What follows belongs to an exercise in optimizing a design on an open flow for small area, a short achievable clock period and few clock cycles; a production flow would make more cautious choices. In this exercise RTL edits were held to simulation tests only and were not proved equivalent to the original. Power is estimated from default activity; no workload was simulated.

## job 101
// dshot_tdec
module dshot_tdec (
    input  wire        clk,
    input  wire        rst,             
    input  wire        cfg_scheme,      
    input  wire [6:0]  cfg_tol,         
    input  wire        cfg_csum_inv,    
    input  wire [15:0] cfg_nom_period,  
    input  wire        in_valid,
    output wire        in_ready,
    input  wire        in_end,
    input  wire        in_level,        
    input  wire [15:0] in_high,         
    input  wire [15:0] in_len,          
    output reg         out_valid,
    output reg  [2:0]  out_status,
    output reg  [15:0] out_raw
);
Size: about 1,000 flip-flops, ~83 I/O pins, about 59,000 um^2 of cells after synthesis.
clock: 20.0 ns
lec_check: 0
abc_area: 1
cap_margin: 20
core_margin: 2
core_utilization: 40
slew_margin: 20
run.sh (not shown) runs the stock make flow with config.mk's settings and CLKGATE_MAP_FILE= SYNTH_SCRIPT=/design/flow/synth_recipe.tcl, a recipe that flattens the netlist after the stock synthesis.
Testbench counts of job 101, summed over its fixed seeds: cycles 16,293.
Relative to job 101, the following input files were edited for job 102:
--- a/flow/design.v
+++ b/flow/design.v
@@ -28,31 +28,33 @@
     reg        cinv;
     reg [15:0] cpn;
     always @(posedge clk) begin
         cs   <= cfg_scheme;
         ctol <= cfg_tol;
         cinv <= cfg_csum_inv;
         cpn  <= cfg_nom_period;
     end
-    reg        in_ready_r;
+    reg        in_ready_r;    
+    reg        nrdy;          
     reg        v1, e1, lv1;
     reg [15:0] h1, l1;
     reg [5:0]  cnt;
     reg [20:0] acc;           
     reg [20:0] nacc;          
     reg [15:0] ra;            
     reg [15:0] rb;            
     reg        errf;          
     reg        n0zero;        
     reg        prev_lvl;
     reg [1:0]  pend_n0;
     reg        pend_big;
     reg [15:0] sbuf [0:31];
     reg [5:0]  wptr, rptr;
+    reg [5:0]  rptr1;         
     reg [15:0] bq;
     reg [1:0]  a_st;
     reg [5:0]  a_cnt;
     reg [1:0]  a_estat;
     reg [15:0] a_pmin, a_pmax;
     reg [15:0] a_pe;
     reg [15:0] a_thr;         
     reg [6:0]  a_rr;          
@@ -175,37 +177,40 @@
             DV_RUN:  if (dv_it == 3'd7) dv_st_n = DV_DONE;
             DV_DONE: dv_st_n = (dv_own == OWN_A) ? DV_IDLE : DV_DONE2;
             default: dv_st_n = DV_IDLE;
         endcase
     end
     wire [5:0] cnt_n      = proc_end ? 6'd0 : proc_samp ? cnt + 6'd1 : cnt;
     wire       pend_big_n = (proc_samp && cs) ? n_ge7 : pend_big;
     wire [5:0] wptr_n     = wptr + {5'd0, buf_we};
-    wire [5:0] rptr_n     = rptr + (!b_issue ? 6'd0 : b_tok ? b_cnt : 6'd1);
+    wire [5:0] rptr_tok   = rptr + b_cnt;
+    wire [5:0] rptr_n     = !b_issue ? rptr : b_tok ? rptr_tok : rptr1;
     wire [5:0] occ_n      = wptr_n - rptr_n;
     wire in_div_act_n = (dv_st_n != DV_IDLE) && (dv_own_n == OWN_IN);
     wire end_ok_n     = (a_st_n == A_IDLE) && (dv_st_n == DV_IDLE);
     wire samp_ok_n    = !in_div_act_n &&
                         (!(cs && (cnt_n != 6'd0) && pend_big_n) || (dv_st_n == DV_IDLE));
     wire v1_hold      = v1 && !proc;
     wire room1 = (occ_n <= 6'd30) || (cnt_n == 6'd31);
     wire room0 = (occ_n <= 6'd31) || (cnt_n == 6'd32);
     wire ok_move = in_end ? (end_ok_n && (occ_n <= 6'd31))
                           : (samp_ok_n && room1);
     wire ok_stay = !v1_hold ? room0
                  : e1 ? (end_ok_n && (occ_n <= 6'd31))
                       : (samp_ok_n && room1);
-    wire moving  = in_valid && in_ready_r;
+    wire moving  = in_valid && !nrdy;
     always @(posedge clk) begin
         if (rst) begin
             in_ready_r <= 1'b0;
+            nrdy       <= 1'b1;
             v1         <= 1'b0;
         end else begin
             in_ready_r <= moving ? ok_move : ok_stay;
+            nrdy       <= moving ? !ok_move : !ok_stay;
             v1         <= moving || v1_hold;
         end
         if (!v1_hold) begin
             e1  <= in_end;
             lv1 <= in_level;
             h1  <= in_high;
             l1  <= in_len;
         end
@@ -345,19 +350,21 @@
             a_pe <= dv_q;
     end
     wire [4:0] slow_c = ((dv_q[15:5] != 11'd0) || (dv_q[4:0] >= 5'd21)) ? 5'd21
                                                                          : dv_q[4:0] + {4'd0, dv_up};
     always @(posedge clk) begin
         if (rst) begin
             b_act <= 1'b0;
             rptr  <= 6'd0;
+            rptr1 <= 6'd1;
             r1_v  <= 1'b0;
         end else begin
-            rptr <= rptr_n;
+            rptr  <= rptr_n;
+            rptr1 <= rptr_n + 6'd1;
             if (b_issue) begin
                 b_left <= b_left - 6'd1;
                 b_j    <= b_j + 5'd1;
                 if (b_lastis)
                     b_act <= 1'b0;
             end
             if (b_take) begin
                 b_act   <= 1'b1;
- Job 102: done, clean on timing, DRC and antenna
- Per the comparison of job 102 with job 101, routed wire length shows an increase of about 3.6%; instance area at placement shows an increase of 810 um^2; cell count shows an increase of 0.66%.
- Final cell area: job 102 above job 101
- Looking at job 101 and job 102, the final core utilization is a wash.
- Summary of job 102 over job 101: proportion of final cell area spent on non-clock buffers stayed essentially flat, static leakage power rose by 0.65%, minimum clock period after layout rose by 43 ps.
- Job 101 has a lower power share of the sequential group than job 102.
Testbench counts of job 102, summed over its fixed seeds: cycles 16,293.

-- afterwards: timing with drivers on the ports --
How much do the figures lean on ideal ports? The routed layouts below were timed once more, with nothing changed but the port constraints. Step 1 sets driving cells, clkbuf_16 on the clock port and buf_2 on the other inputs (assumed; they add their load-dependent delay and slew). Step 2 also shifts input and output timing later by t, the mid clock arrival at the registers, as if the neighbouring blocks saw the same clock. Three values: ideal ports, drivers, drivers and shift; two values: the first two.
| run | shift t [ns] | setup WS [ns] | cell pins on the clock port's net |
|---|---|---|---|
| job 101 | 0.805 | 14.195 / 14.115 / 13.662 | 1 |
| job 102 | 0.838 | 14.153 / 14.062 / 13.507 | 1 |
After both steps every run listed still meets setup and hold. For job 102, which loses most, drivers alone change the setup slack by -0.091 ns; drivers and shift together by -0.646 ns.
